From an optimization exercise on the open Yosys and OpenROAD flow, aimed at a short achievable clock period and few clock cycles; shortcuts taken in it are not production practice.

==> inputs of xenon <==
Design wblsm_core, start of the top module:
module wblsm_core (
    input  wire        clk,
    input  wire        rst,
    input  wire [31:0] prog_len,
    output wire [31:0] prog_addr,
    input  wire [31:0] prog_data,
    output wire [1:0]  status,
    output wire [2:0]  cause,
    output wire [31:0] result,
    output wire [4:0]  depth
);
    localparam ST_RUN   = 2'd0;
    localparam ST_END   = 2'd1;
    localparam ST_PANIC = 2'd2;
    localparam ST_FAULT = 2'd3;
    localparam C_NONE      = 3'd0;
    localparam C_DIV_ZERO  = 3'd1;
    localparam C_MEM_RANGE = 3'd2;
    localparam C_STACK_OVF = 3'd3;
    localparam C_FRAME_OVF = 3'd4;
    localparam O_LOAD  = 0;
    localparam O_WRITE = 1;
    localparam O_LC0   = 2;
    localparam O_LC1   = 3;
    localparam O_DUP   = 4;
    localparam O_POP   = 5;
    localparam O_JUMP  = 6;
    localparam O_CALL  = 7;
    localparam O_RET   = 8;
    localparam O_PANIC = 9;
    localparam O_ADD   = 10;
    localparam O_SUB   = 11;
    localparam O_MUL   = 12;
    localparam O_DIV   = 13;
    localparam O_MOD   = 14;
    reg [31:0] pa;               
    reg [31:0] da;               
    reg        dv;               
    reg [31:0] plen_q;
    reg [31:0] ea;               
    reg        ev;               
    reg        eend;             
    reg [14:0] eop;              
    reg        epre;             
    reg [1:0]  status_q;
  ...
==> flow/config.mk <==
export PLATFORM = sky130hd
export DESIGN_NAME = wblsm_core
export DESIGN_NICKNAME = wblsm_core
export VERILOG_FILES = /design/flow/design.v
export SDC_FILE = /design/flow/constraint.sdc
export NUM_CORES = 8
export LEC_CHECK = 0
export ABC_CLOCK_PERIOD_IN_PS = 3000
export CAP_MARGIN = 20
export CORE_MARGIN = 2
export CORE_UTILIZATION = 52
export PLACE_DENSITY = 0.7
export SLEW_MARGIN = 20
==> flow/constraint.sdc <==
create_clock -name core_clock -period 12.0 [get_ports {clk}]
set_input_delay 2.4000 -clock core_clock [delete_from_list [all_inputs] [get_ports {clk}]]
set_output_delay 2.4000 -clock core_clock [all_outputs]
set_load 0.01 [all_outputs]
standard.sh (not shown) runs the stock make flow with config.mk's settings and CLKGATE_MAP_FILE= SYNTH_SCRIPT=/design/flow/synth_recipe.tcl, a recipe that flattens the netlist after the stock synthesis.
==> flow/flow/run.sh <==
#!/bin/bash
# Standard synthesis, then the standard layout with timing repair aimed
# below the design's period (a larger setup margin).
set -euo pipefail
bash standard.sh synth > synth.log 2>&1
bash standard.sh SETUP_SLACK_MARGIN=8.5 finish > layout.log 2>&1
==> inputs of zinc, as changes to xenon <==
--- a/flow/design.v
+++ b/flow/design.v
@@ -44,58 +44,54 @@
     reg        epre;             
     reg [1:0]  status_q;
     reg [2:0]  cause_q;
     reg [31:0] res_q;
     reg [4:0]  dep_q;
     reg [4:0]  sp;               
     reg [31:0] T;                
-    reg [5:0]  Tl;               
-    reg [31:0] Tm, Nm;           
     reg [31:0] N;                
     reg [447:0] sh;              
     reg [3:0]  fp;               
     reg [4:0]  fb_top;           
     reg [31:0] fr_top;
     reg [34:0] fa_b;             
     reg [223:0] fa_r;            
     reg [511:0] mem;             
     reg        pend;             
-    reg [31:0] m_r0, m_r1, m_r2, m_r3, m_r4, m_r5;
+    reg [31:0] m_r0, m_r1, m_r2, m_r3;
     reg        dbusy;
     reg [4:0]  dcnt;
     reg [31:0] dq;               
     reg [31:0] dr;               
     reg [31:0] db1;
     reg [33:0] db3;
     reg        dmod;
     assign prog_addr = pa;
     assign status    = status_q;
     assign cause     = cause_q;
     assign result    = res_q;
     assign depth     = dep_q;
-    wire        d_hi0  = (prog_data[31:5] == 27'd0);
-    wire [14:0] d_op   = d_hi0 ? (15'd1 << prog_data[4:0]) : 15'd0;
-    wire        d_jc   = d_hi0 && (prog_data[4:1] == 4'b0011);      
-    wire        d_rt   = d_hi0 && (prog_data[4:0] == 5'd8);         
+    wire        d_isop = (prog_data[31:5] == 27'd0) && (prog_data[4:0] <= 5'd14);
+    wire [14:0] d_op   = d_isop ? (15'd1 << prog_data[4:0]) : 15'd0;
     wire        d_end  = (da >= plen_q);
     wire run  = (status_q == ST_RUN);
     wire has1 = (sp != 5'd0);
     wire has2 = (sp >= 5'd2);
     wire full = (sp == 5'd16);
     wire [31:0] rd3  = sh[31:0];
     wire [31:0] rd4  = sh[63:32];
     wire        dup_ok  = (T[31:4] == 28'd0) && (T[3:0] != 4'd15);
-    wire [479:0] below  = {sh, N};
-    wire [31:0] dup_val = dup_ok ? below[32*Tl[3:0] +: 32] : 32'd0;
+    wire [3:0]  dup_i   = T[3:0] - 4'd1;
+    wire [31:0] dup_val = !dup_ok ? 32'd0 : (T[3:0] == 4'd0) ? N : sh[32*dup_i +: 32];
     wire        load_bad  = (T > 32'd60);
     wire        write_bad = (N > 32'd60);
     wire [543:0] mem_x    = {32'd0, mem};
-    wire [31:0] ld_w0     = mem_x[32*Tl[5:2] +: 32];
-    wire [31:0] ld_w1     = mem_x[32*Tl[5:2] + 32 +: 32];
-    wire [63:0] ld_pair   = {ld_w1, ld_w0} >> {Tl[1:0], 3'b000};
+    wire [31:0] ld_w0     = mem_x[32*T[5:2] +: 32];
+    wire [31:0] ld_w1     = mem_x[32*T[5:2] + 32 +: 32];
+    wire [63:0] ld_pair   = {ld_w1, ld_w0} >> {T[1:0], 3'b000};
     wire [31:0] load_val  = ld_pair[31:0];
     wire [63:0] st_pair   = {32'd0, T} << {N[1:0], 3'b000};
     wire [7:0]  st_mask   = 8'b0000_1111 << N[1:0];
     wire [31:0] add_val = N + T;
     wire [31:0] sub_val = N - T;
     wire        has_frm  = (fp != 4'd0);
     wire        ffull    = (fp == 4'd8);
@@ -117,51 +113,43 @@
     wire [31:0] d_nsh = N << {d_lz, 1'b0};
     function [63:0] csa;         
         input [31:0] x, y, z;
         begin
             csa = {((x & y) | (x & z) | (y & z)) << 1, x ^ y ^ z};
         end
     endfunction
-    reg [31:0] a0 [0:16];
-    reg [31:0] a1 [0:11];
-    reg [31:0] a2 [0:7];
-    reg [31:0] a3 [0:5];
-    reg [2:0]  bd;
-    reg [31:0] bm;
+    reg [31:0] a0 [0:31];
+    reg [31:0] a1 [0:21];
+    reg [31:0] a2 [0:14];
+    reg [31:0] a3 [0:9];
+    reg [31:0] a4 [0:6];
+    reg [31:0] a5 [0:4];
+    reg [31:0] m_s0, m_s1, m_s2, m_s3;
     integer i;
     always @* begin
-        a0[16] = 32'd0;
-        for (i = 0; i < 16; i = i + 1) begin
-            bd = {Tm[2*i+1], Tm[2*i], (i == 0) ? 1'b0 : Tm[2*i-1]};
-            case (bd)
-            3'b001, 3'b010: bm = Nm;
-            3'b011:         bm = Nm << 1;
-            3'b100:         bm = ~(Nm << 1);
-            3'b101, 3'b110: bm = ~Nm;
-            3'b111:         bm = 32'hFFFF_FFFF;
-            default:        bm = 32'd0;
-            endcase
-            a0[i] = bm << (2*i);
-            a0[16][2*i] = bd[2];
-        end
-        for (i = 0; i < 5; i = i + 1)
+        for (i = 0; i < 32; i = i + 1)
+            a0[i] = T[i] ? (N << i) : 32'd0;
+        for (i = 0; i < 10; i = i + 1)
             {a1[2*i+1], a1[2*i]} = csa(a0[3*i], a0[3*i+1], a0[3*i+2]);
-        a1[10] = a0[15]; a1[11] = a0[16];
-        for (i = 0; i < 4; i = i + 1)
+        a1[20] = a0[30]; a1[21] = a0[31];
+        for (i = 0; i < 7; i = i + 1)
             {a2[2*i+1], a2[2*i]} = csa(a1[3*i], a1[3*i+1], a1[3*i+2]);
-        for (i = 0; i < 2; i = i + 1)
+        a2[14] = a1[21];
+        for (i = 0; i < 5; i = i + 1)
             {a3[2*i+1], a3[2*i]} = csa(a2[3*i], a2[3*i+1], a2[3*i+2]);
-        a3[4] = a2[6]; a3[5] = a2[7];
+        for (i = 0; i < 3; i = i + 1)
+            {a4[2*i+1], a4[2*i]} = csa(a3[3*i], a3[3*i+1], a3[3*i+2]);
+        a4[6] = a3[9];
+        for (i = 0; i < 2; i = i + 1)
+            {a5[2*i+1], a5[2*i]} = csa(a4[3*i], a4[3*i+1], a4[3*i+2]);
+        a5[4] = a4[6];
+        {m_s1, m_s0} = csa(a5[0], a5[1], a5[2]);
+        m_s2 = a5[3]; m_s3 = a5[4];
     end
-    wire [31:0] b0, b1, b2, b3, b4, b5, b6, b7;
-    assign {b1, b0} = csa(m_r0, m_r1, m_r2);
-    assign {b3, b2} = csa(m_r3, m_r4, m_r5);
-    assign {b5, b4} = csa(b0, b1, b2);
-    assign {b7, b6} = csa(b4, b5, b3);
-    wire [31:0] mul_val = b6 + b7;
+    wire [31:0] mul_val = m_r0 + m_r1 + m_r2 + m_r3;
     wire [33:0] d_x  = {dr, dq[31:30]};
     wire [34:0] d_m1 = {1'b0, d_x} - {3'b0, db1};
     wire [34:0] d_m2 = {1'b0, d_x} - {2'b0, db1, 1'b0};
     wire [34:0] d_m3 = {1'b0, d_x} - {1'b0, db3};
     reg  [31:0] d_nr;
     reg  [1:0]  d_qd;
     always @* begin
@@ -213,38 +201,37 @@
         end else begin
             if (eend) st_n = ST_END;
             if (eop[O_LOAD] && has1) begin
                 if (load_bad) begin st_n = ST_FAULT; ca_n = C_MEM_RANGE; end
                 else T_n = load_val;
             end
             if (eop[O_WRITE] && has2) begin
-                mem_w = 1'b1; N_n = rd4; sh_up2 = 1'b1;
                 if (write_bad) begin st_n = ST_FAULT; ca_n = C_MEM_RANGE; end
                 else begin
-                    T_n = rd3; sp_n = sp - 5'd2;
+                    mem_w = 1'b1;
+                    T_n = rd3; N_n = rd4; sp_n = sp - 5'd2; sh_up2 = 1'b1;
                 end
             end
             if (is_push) begin
-                sh_dn = 1'b1; N_n = T;
                 if (full) begin st_n = ST_FAULT; ca_n = C_STACK_OVF; end
                 else begin
-                    T_n = push_c; sp_n = sp + 5'd1;
+                    sh_dn = 1'b1;
+                    N_n = T; T_n = push_c; sp_n = sp + 5'd1;
                 end
             end
             if (eop[O_DUP] && has1) T_n = dup_val;
             if (epre) begin redir = 1'b1; tgt = ea1; end
             if ((eop[O_POP] || eop[O_JUMP]) && has1) begin
                 T_n = N; N_n = rd3; sp_n = sp - 5'd1; sh_up1 = 1'b1;
                 if (eop[O_JUMP] && T != ea) begin redir = !epre; tgt = T; end
             end
             if (eop[O_CALL] && has1) begin
-                N_n = rd3; sh_up1 = 1'b1;
                 if (ffull) begin st_n = ST_FAULT; ca_n = C_FRAME_OVF; end
                 else begin
-                    T_n = N; sp_n = sp - 5'd1;
+                    T_n = N; N_n = rd3; sp_n = sp - 5'd1; sh_up1 = 1'b1;
                     call_w = 1'b1;
                     if (T != ea) begin redir = !epre; tgt = T; end
                 end
             end
             if (eop[O_RET] && has_frm) begin
                 if (trunc) begin
                     T_n = N; N_n = rd3; sp_n = sp - 5'd1; sh_up1 = 1'b1;
@@ -263,42 +250,26 @@
             if ((eop[O_DIV] || eop[O_MOD]) && has2) begin
                 if (T == 32'd0) begin st_n = ST_FAULT; ca_n = C_DIV_ZERO; end
                 else begin div_start = 1'b1; stall = 1'b1; end
             end
         end
     end
     wire [3:0]  fp_n   = call_w ? fp + 4'd1 : ret_w ? fp - 4'd1 : fp;
-    wire        x_ok   = dv && !d_end && !redir && !stall;
-    wire        jc_ok  = x_ok && (sp_n != 5'd0);
-    wire        rt_ok  = x_ok && (fp_n != 4'd0);
-    wire        d_xfer = (d_jc && jc_ok) || (d_rt && rt_ok);
+    wire        d_xfer = dv && !d_end &&
+                         (((d_op[O_JUMP] || d_op[O_CALL]) && sp_n != 5'd0) ||
+                          (d_op[O_RET] && fp_n != 4'd0));
     wire [31:0] fr_top_n = call_w ? ea1 : ret_w ? fr_next : fr_top;
-    wire [31:0] d_tgt  = prog_data[3] ? fr_top_n : T_n;
-    wire [31:0] pa_base = redir ? tgt : stall ? ea1 : pa + 32'd1;
-    wire        ld_go  = !redir && !stall && dv && !d_end;
-    wire        hold   = stall && !redir;
+    wire [31:0] d_tgt  = d_op[O_RET] ? fr_top_n : T_n;
     wire end_now = (st_n == ST_RUN) && !stall && !redir && !pend_n &&
                    dv && d_end;
     wire [1:0] status_n = end_now ? ST_END : st_n;
     integer k;
     always @(posedge clk) begin
         plen_q <= prog_len;
-        m_r0 <= a3[0]; m_r1 <= a3[1]; m_r2 <= a3[2];
-        m_r3 <= a3[3]; m_r4 <= a3[4]; m_r5 <= a3[5];
-        if (rst) begin
-            Tl <= 6'h3F;
-            Tm <= 32'hFFFF_FFFF;
-            Nm <= 32'hFFFF_FFFF;
-        end else begin
-            Tl <= T_n[5:0];
-            if (run) begin
-                Tm <= T_n;
-                Nm <= N_n;
-            end
-        end
+        m_r0 <= m_s0; m_r1 <= m_s1; m_r2 <= m_s2; m_r3 <= m_s3;
         if (rst) begin
             pa       <= 32'd0;
             da       <= 32'd0;
             dv       <= 1'b0;
             ev       <= 1'b0;
             eend     <= 1'b0;
             eop      <= 15'd0;
@@ -360,22 +331,30 @@
                 dr   <= d_nr;
                 dq   <= {dq[29:0], d_qd};
                 dcnt <= dcnt + 5'd1;
             end else if (div_done) begin
                 dbusy <= 1'b0;
             end
             da <= pa;
-            pa   <= d_xfer ? d_tgt : pa_base;
-            dv   <= !redir && !stall && !d_xfer;
-            epre <= d_xfer;
-            eop  <= (d_op & {15{ld_go}}) | (eop & {15{hold}});
             if (redir) begin
-                ev   <= 1'b0;
+                pa <= tgt;
+                dv <= 1'b0;
+                ev <= 1'b0;
+                eop <= 15'd0;
                 eend <= 1'b0;
-            end else if (!stall) begin
+                epre <= 1'b0;
+            end else if (stall) begin
+                pa <= ea1;
+                dv <= 1'b0;
+                epre <= 1'b0;
+            end else begin
+                pa   <= d_xfer ? d_tgt : pa + 32'd1;
+                dv   <= !d_xfer;
+                epre <= d_xfer;
                 ev   <= dv;
                 eend <= dv & d_end;
+                eop  <= (dv & ~d_end) ? d_op : 15'd0;
                 ea   <= da;
             end
         end
     end
 endmodule
==> flow/config.mk (replaced) <==
export PLATFORM = sky130hd
export DESIGN_NAME = wblsm_core
export DESIGN_NICKNAME = wblsm_core
export VERILOG_FILES = /design/flow/design.v
export SDC_FILE = /design/flow/constraint.sdc
export NUM_CORES = 8
export LEC_CHECK = 0
export ABC_CLOCK_PERIOD_IN_PS = 3000
export CAP_MARGIN = 20
export CORE_MARGIN = 2
export CORE_UTILIZATION = 35
export PLACE_DENSITY = 0.55
export SLEW_MARGIN = 20
==> inputs of ember, as changes to xenon <==
--- a/flow/design.v
+++ b/flow/design.v
@@ -55,31 +55,29 @@
     reg [3:0]  fp;               
     reg [4:0]  fb_top;           
     reg [31:0] fr_top;
     reg [34:0] fa_b;             
     reg [223:0] fa_r;            
     reg [511:0] mem;             
     reg        pend;             
-    reg [31:0] m_r0, m_r1, m_r2, m_r3, m_r4, m_r5;
+    reg [31:0] m_r0, m_r1, m_r2, m_r3;
     reg        dbusy;
     reg [4:0]  dcnt;
     reg [31:0] dq;               
     reg [31:0] dr;               
     reg [31:0] db1;
     reg [33:0] db3;
     reg        dmod;
     assign prog_addr = pa;
     assign status    = status_q;
     assign cause     = cause_q;
     assign result    = res_q;
     assign depth     = dep_q;
-    wire        d_hi0  = (prog_data[31:5] == 27'd0);
-    wire [14:0] d_op   = d_hi0 ? (15'd1 << prog_data[4:0]) : 15'd0;
-    wire        d_jc   = d_hi0 && (prog_data[4:1] == 4'b0011);      
-    wire        d_rt   = d_hi0 && (prog_data[4:0] == 5'd8);         
+    wire        d_isop = (prog_data[31:5] == 27'd0) && (prog_data[4:0] <= 5'd14);
+    wire [14:0] d_op   = d_isop ? (15'd1 << prog_data[4:0]) : 15'd0;
     wire        d_end  = (da >= plen_q);
     wire run  = (status_q == ST_RUN);
     wire has1 = (sp != 5'd0);
     wire has2 = (sp >= 5'd2);
     wire full = (sp == 5'd16);
     wire [31:0] rd3  = sh[31:0];
     wire [31:0] rd4  = sh[63:32];
@@ -121,14 +119,15 @@
             csa = {((x & y) | (x & z) | (y & z)) << 1, x ^ y ^ z};
         end
     endfunction
     reg [31:0] a0 [0:16];
     reg [31:0] a1 [0:11];
     reg [31:0] a2 [0:7];
     reg [31:0] a3 [0:5];
+    reg [31:0] m_s0, m_s1, m_s2, m_s3;
     reg [2:0]  bd;
     reg [31:0] bm;
     integer i;
     always @* begin
         a0[16] = 32'd0;
         for (i = 0; i < 16; i = i + 1) begin
             bd = {Tm[2*i+1], Tm[2*i], (i == 0) ? 1'b0 : Tm[2*i-1]};
@@ -147,21 +146,18 @@
             {a1[2*i+1], a1[2*i]} = csa(a0[3*i], a0[3*i+1], a0[3*i+2]);
         a1[10] = a0[15]; a1[11] = a0[16];
         for (i = 0; i < 4; i = i + 1)
             {a2[2*i+1], a2[2*i]} = csa(a1[3*i], a1[3*i+1], a1[3*i+2]);
         for (i = 0; i < 2; i = i + 1)
             {a3[2*i+1], a3[2*i]} = csa(a2[3*i], a2[3*i+1], a2[3*i+2]);
         a3[4] = a2[6]; a3[5] = a2[7];
+        {m_s1, m_s0} = csa(a3[0], a3[1], a3[2]);
+        {m_s3, m_s2} = csa(a3[3], a3[4], a3[5]);
     end
-    wire [31:0] b0, b1, b2, b3, b4, b5, b6, b7;
-    assign {b1, b0} = csa(m_r0, m_r1, m_r2);
-    assign {b3, b2} = csa(m_r3, m_r4, m_r5);
-    assign {b5, b4} = csa(b0, b1, b2);
-    assign {b7, b6} = csa(b4, b5, b3);
-    wire [31:0] mul_val = b6 + b7;
+    wire [31:0] mul_val = m_r0 + m_r1 + m_r2 + m_r3;
     wire [33:0] d_x  = {dr, dq[31:30]};
     wire [34:0] d_m1 = {1'b0, d_x} - {3'b0, db1};
     wire [34:0] d_m2 = {1'b0, d_x} - {2'b0, db1, 1'b0};
     wire [34:0] d_m3 = {1'b0, d_x} - {1'b0, db3};
     reg  [31:0] d_nr;
     reg  [1:0]  d_qd;
     always @* begin
@@ -213,38 +209,37 @@
         end else begin
             if (eend) st_n = ST_END;
             if (eop[O_LOAD] && has1) begin
                 if (load_bad) begin st_n = ST_FAULT; ca_n = C_MEM_RANGE; end
                 else T_n = load_val;
             end
             if (eop[O_WRITE] && has2) begin
-                mem_w = 1'b1; N_n = rd4; sh_up2 = 1'b1;
                 if (write_bad) begin st_n = ST_FAULT; ca_n = C_MEM_RANGE; end
                 else begin
-                    T_n = rd3; sp_n = sp - 5'd2;
+                    mem_w = 1'b1;
+                    T_n = rd3; N_n = rd4; sp_n = sp - 5'd2; sh_up2 = 1'b1;
                 end
             end
             if (is_push) begin
-                sh_dn = 1'b1; N_n = T;
                 if (full) begin st_n = ST_FAULT; ca_n = C_STACK_OVF; end
                 else begin
-                    T_n = push_c; sp_n = sp + 5'd1;
+                    sh_dn = 1'b1;
+                    N_n = T; T_n = push_c; sp_n = sp + 5'd1;
                 end
             end
             if (eop[O_DUP] && has1) T_n = dup_val;
             if (epre) begin redir = 1'b1; tgt = ea1; end
             if ((eop[O_POP] || eop[O_JUMP]) && has1) begin
                 T_n = N; N_n = rd3; sp_n = sp - 5'd1; sh_up1 = 1'b1;
                 if (eop[O_JUMP] && T != ea) begin redir = !epre; tgt = T; end
             end
             if (eop[O_CALL] && has1) begin
-                N_n = rd3; sh_up1 = 1'b1;
                 if (ffull) begin st_n = ST_FAULT; ca_n = C_FRAME_OVF; end
                 else begin
-                    T_n = N; sp_n = sp - 5'd1;
+                    T_n = N; N_n = rd3; sp_n = sp - 5'd1; sh_up1 = 1'b1;
                     call_w = 1'b1;
                     if (T != ea) begin redir = !epre; tgt = T; end
                 end
             end
             if (eop[O_RET] && has_frm) begin
                 if (trunc) begin
                     T_n = N; N_n = rd3; sp_n = sp - 5'd1; sh_up1 = 1'b1;
@@ -263,42 +258,26 @@
             if ((eop[O_DIV] || eop[O_MOD]) && has2) begin
                 if (T == 32'd0) begin st_n = ST_FAULT; ca_n = C_DIV_ZERO; end
                 else begin div_start = 1'b1; stall = 1'b1; end
             end
         end
     end
     wire [3:0]  fp_n   = call_w ? fp + 4'd1 : ret_w ? fp - 4'd1 : fp;
-    wire        x_ok   = dv && !d_end && !redir && !stall;
-    wire        jc_ok  = x_ok && (sp_n != 5'd0);
-    wire        rt_ok  = x_ok && (fp_n != 4'd0);
-    wire        d_xfer = (d_jc && jc_ok) || (d_rt && rt_ok);
+    wire        d_xfer = dv && !d_end &&
+                         (((d_op[O_JUMP] || d_op[O_CALL]) && sp_n != 5'd0) ||
+                          (d_op[O_RET] && fp_n != 4'd0));
     wire [31:0] fr_top_n = call_w ? ea1 : ret_w ? fr_next : fr_top;
-    wire [31:0] d_tgt  = prog_data[3] ? fr_top_n : T_n;
-    wire [31:0] pa_base = redir ? tgt : stall ? ea1 : pa + 32'd1;
-    wire        ld_go  = !redir && !stall && dv && !d_end;
-    wire        hold   = stall && !redir;
+    wire [31:0] d_tgt  = d_op[O_RET] ? fr_top_n : T_n;
     wire end_now = (st_n == ST_RUN) && !stall && !redir && !pend_n &&
                    dv && d_end;
     wire [1:0] status_n = end_now ? ST_END : st_n;
     integer k;
     always @(posedge clk) begin
         plen_q <= prog_len;
-        m_r0 <= a3[0]; m_r1 <= a3[1]; m_r2 <= a3[2];
-        m_r3 <= a3[3]; m_r4 <= a3[4]; m_r5 <= a3[5];
-        if (rst) begin
-            Tl <= 6'h3F;
-            Tm <= 32'hFFFF_FFFF;
-            Nm <= 32'hFFFF_FFFF;
-        end else begin
-            Tl <= T_n[5:0];
-            if (run) begin
-                Tm <= T_n;
-                Nm <= N_n;
-            end
-        end
+        m_r0 <= m_s0; m_r1 <= m_s1; m_r2 <= m_s2; m_r3 <= m_s3;
         if (rst) begin
             pa       <= 32'd0;
             da       <= 32'd0;
             dv       <= 1'b0;
             ev       <= 1'b0;
             eend     <= 1'b0;
             eop      <= 15'd0;
@@ -318,14 +297,17 @@
         end else if (run) begin
             status_q <= status_n;
             cause_q  <= ca_n;
             res_q    <= T_n;
             dep_q    <= sp_n;
             sp   <= sp_n;
             T    <= T_n;
+            Tl   <= T_n[5:0];
+            Tm   <= T_n;
+            Nm   <= N_n;
             N    <= N_n;
             pend <= pend_n;
             if (sh_dn)       sh <= {sh[415:0], N};
             else if (sh_up1) sh <= {32'd0, sh[447:32]};
             else if (sh_up2) sh <= {64'd0, sh[447:64]};
             if (call_w) begin
                 fp     <= fp + 4'd1;
@@ -360,22 +342,30 @@
                 dr   <= d_nr;
                 dq   <= {dq[29:0], d_qd};
                 dcnt <= dcnt + 5'd1;
             end else if (div_done) begin
                 dbusy <= 1'b0;
             end
             da <= pa;
-            pa   <= d_xfer ? d_tgt : pa_base;
-            dv   <= !redir && !stall && !d_xfer;
-            epre <= d_xfer;
-            eop  <= (d_op & {15{ld_go}}) | (eop & {15{hold}});
             if (redir) begin
-                ev   <= 1'b0;
+                pa <= tgt;
+                dv <= 1'b0;
+                ev <= 1'b0;
+                eop <= 15'd0;
                 eend <= 1'b0;
-            end else if (!stall) begin
+                epre <= 1'b0;
+            end else if (stall) begin
+                pa <= ea1;
+                dv <= 1'b0;
+                epre <= 1'b0;
+            end else begin
+                pa   <= d_xfer ? d_tgt : pa + 32'd1;
+                dv   <= !d_xfer;
+                epre <= d_xfer;
                 ev   <= dv;
                 eend <= dv & d_end;
+                eop  <= (dv & ~d_end) ? d_op : 15'd0;
                 ea   <= da;
             end
         end
     end
 endmodule
==> flow/config.mk (replaced) <==
export PLATFORM = sky130hd
export DESIGN_NAME = wblsm_core
export DESIGN_NICKNAME = wblsm_core
export VERILOG_FILES = /design/flow/design.v
export SDC_FILE = /design/flow/constraint.sdc
export NUM_CORES = 8
export LEC_CHECK = 0
export ABC_CLOCK_PERIOD_IN_PS = 3000
export CAP_MARGIN = 20
export CORE_MARGIN = 2
export CORE_UTILIZATION = 45
export PLACE_DENSITY = 0.65
export SLEW_MARGIN = 20
==> results.cfg <==
[status]
status = finished clean

[yosys]
synth_xor_area_share_pct = 2.71

[cells_and_area]
mostFrequentLayoutCells = 2528 x nand2_1, 1962 x nor2_1, 1583 x a21oi_1

[power]
p_switching_mw = 7.37

[die]
tap-cell-count = 3589
the above is filed under ember

==> results.cfg <==
[die]
tap-cell-count = 4536

[cells_and_area]
mostFrequentLayoutCells = 2639 x nand2_1, 1687 x nor2_1, 1207 x a21oi_1

[power]
p_switching_mw = 3.38

[status]
status = finished clean

[yosys]
synth_xor_area_share_pct = 2.58
the above is filed under zinc

==> results.cfg <==
[die]
design.die.area_um2 = 250000
tap-cell-count = 3220

[yosys]
synth_xor_area_share_pct = 2.55

[cells_and_area]
mostFrequentLayoutCells = 2919 x nand2_1, 2154 x nor2_1, 1617 x a21oi_1

[status]
status = finished clean

[power]
p_switching_mw = 12.2
p_clk_mw = 6.79

[route]
wl_per_cell_um = 29.4

[global_route]
use_met1_pct = 55.6
the above is filed under xenon

No functional check of the RTL was part of any run of this note.

## port drivers added, routing unchanged
No port has a modelled driver above. Below, the same layouts with a new extraction and two added sets of constraints.
Step 1 (the two cells are an assumption about what drives the block):
set clk [get_ports {clk}]
set_driving_cell -lib_cell sky130_fd_sc_hd__clkbuf_16 $clk
set_driving_cell -lib_cell sky130_fd_sc_hd__buf_2 [delete_from_list [all_inputs] $clk]
Step 2 moves the port delays by t, midway between the first and last clock arrival at a register: inputs arrive t later, outputs are due t later. That takes back most of the time a late clock gives input paths.
Three values: ideal, step 1, step 2; two values: the first two.
| run | t, ns | setup WS [ns] | worst setup path at the end |
|---|---|---|---|
| xenon | 0.979 | 7.482 / 7.482 / 6.963 | input to register |
| zinc | 1.047 | 7.348 / 7.348 / 6.900 | input to register |
| ember | 1.054 | 7.455 / 7.394 / 6.667 | input to register |
After both steps setup and hold are still met in every run listed. For ember, which loses most, drivers alone change the setup slack by -0.061 ns; drivers and shift together by -0.788 ns.
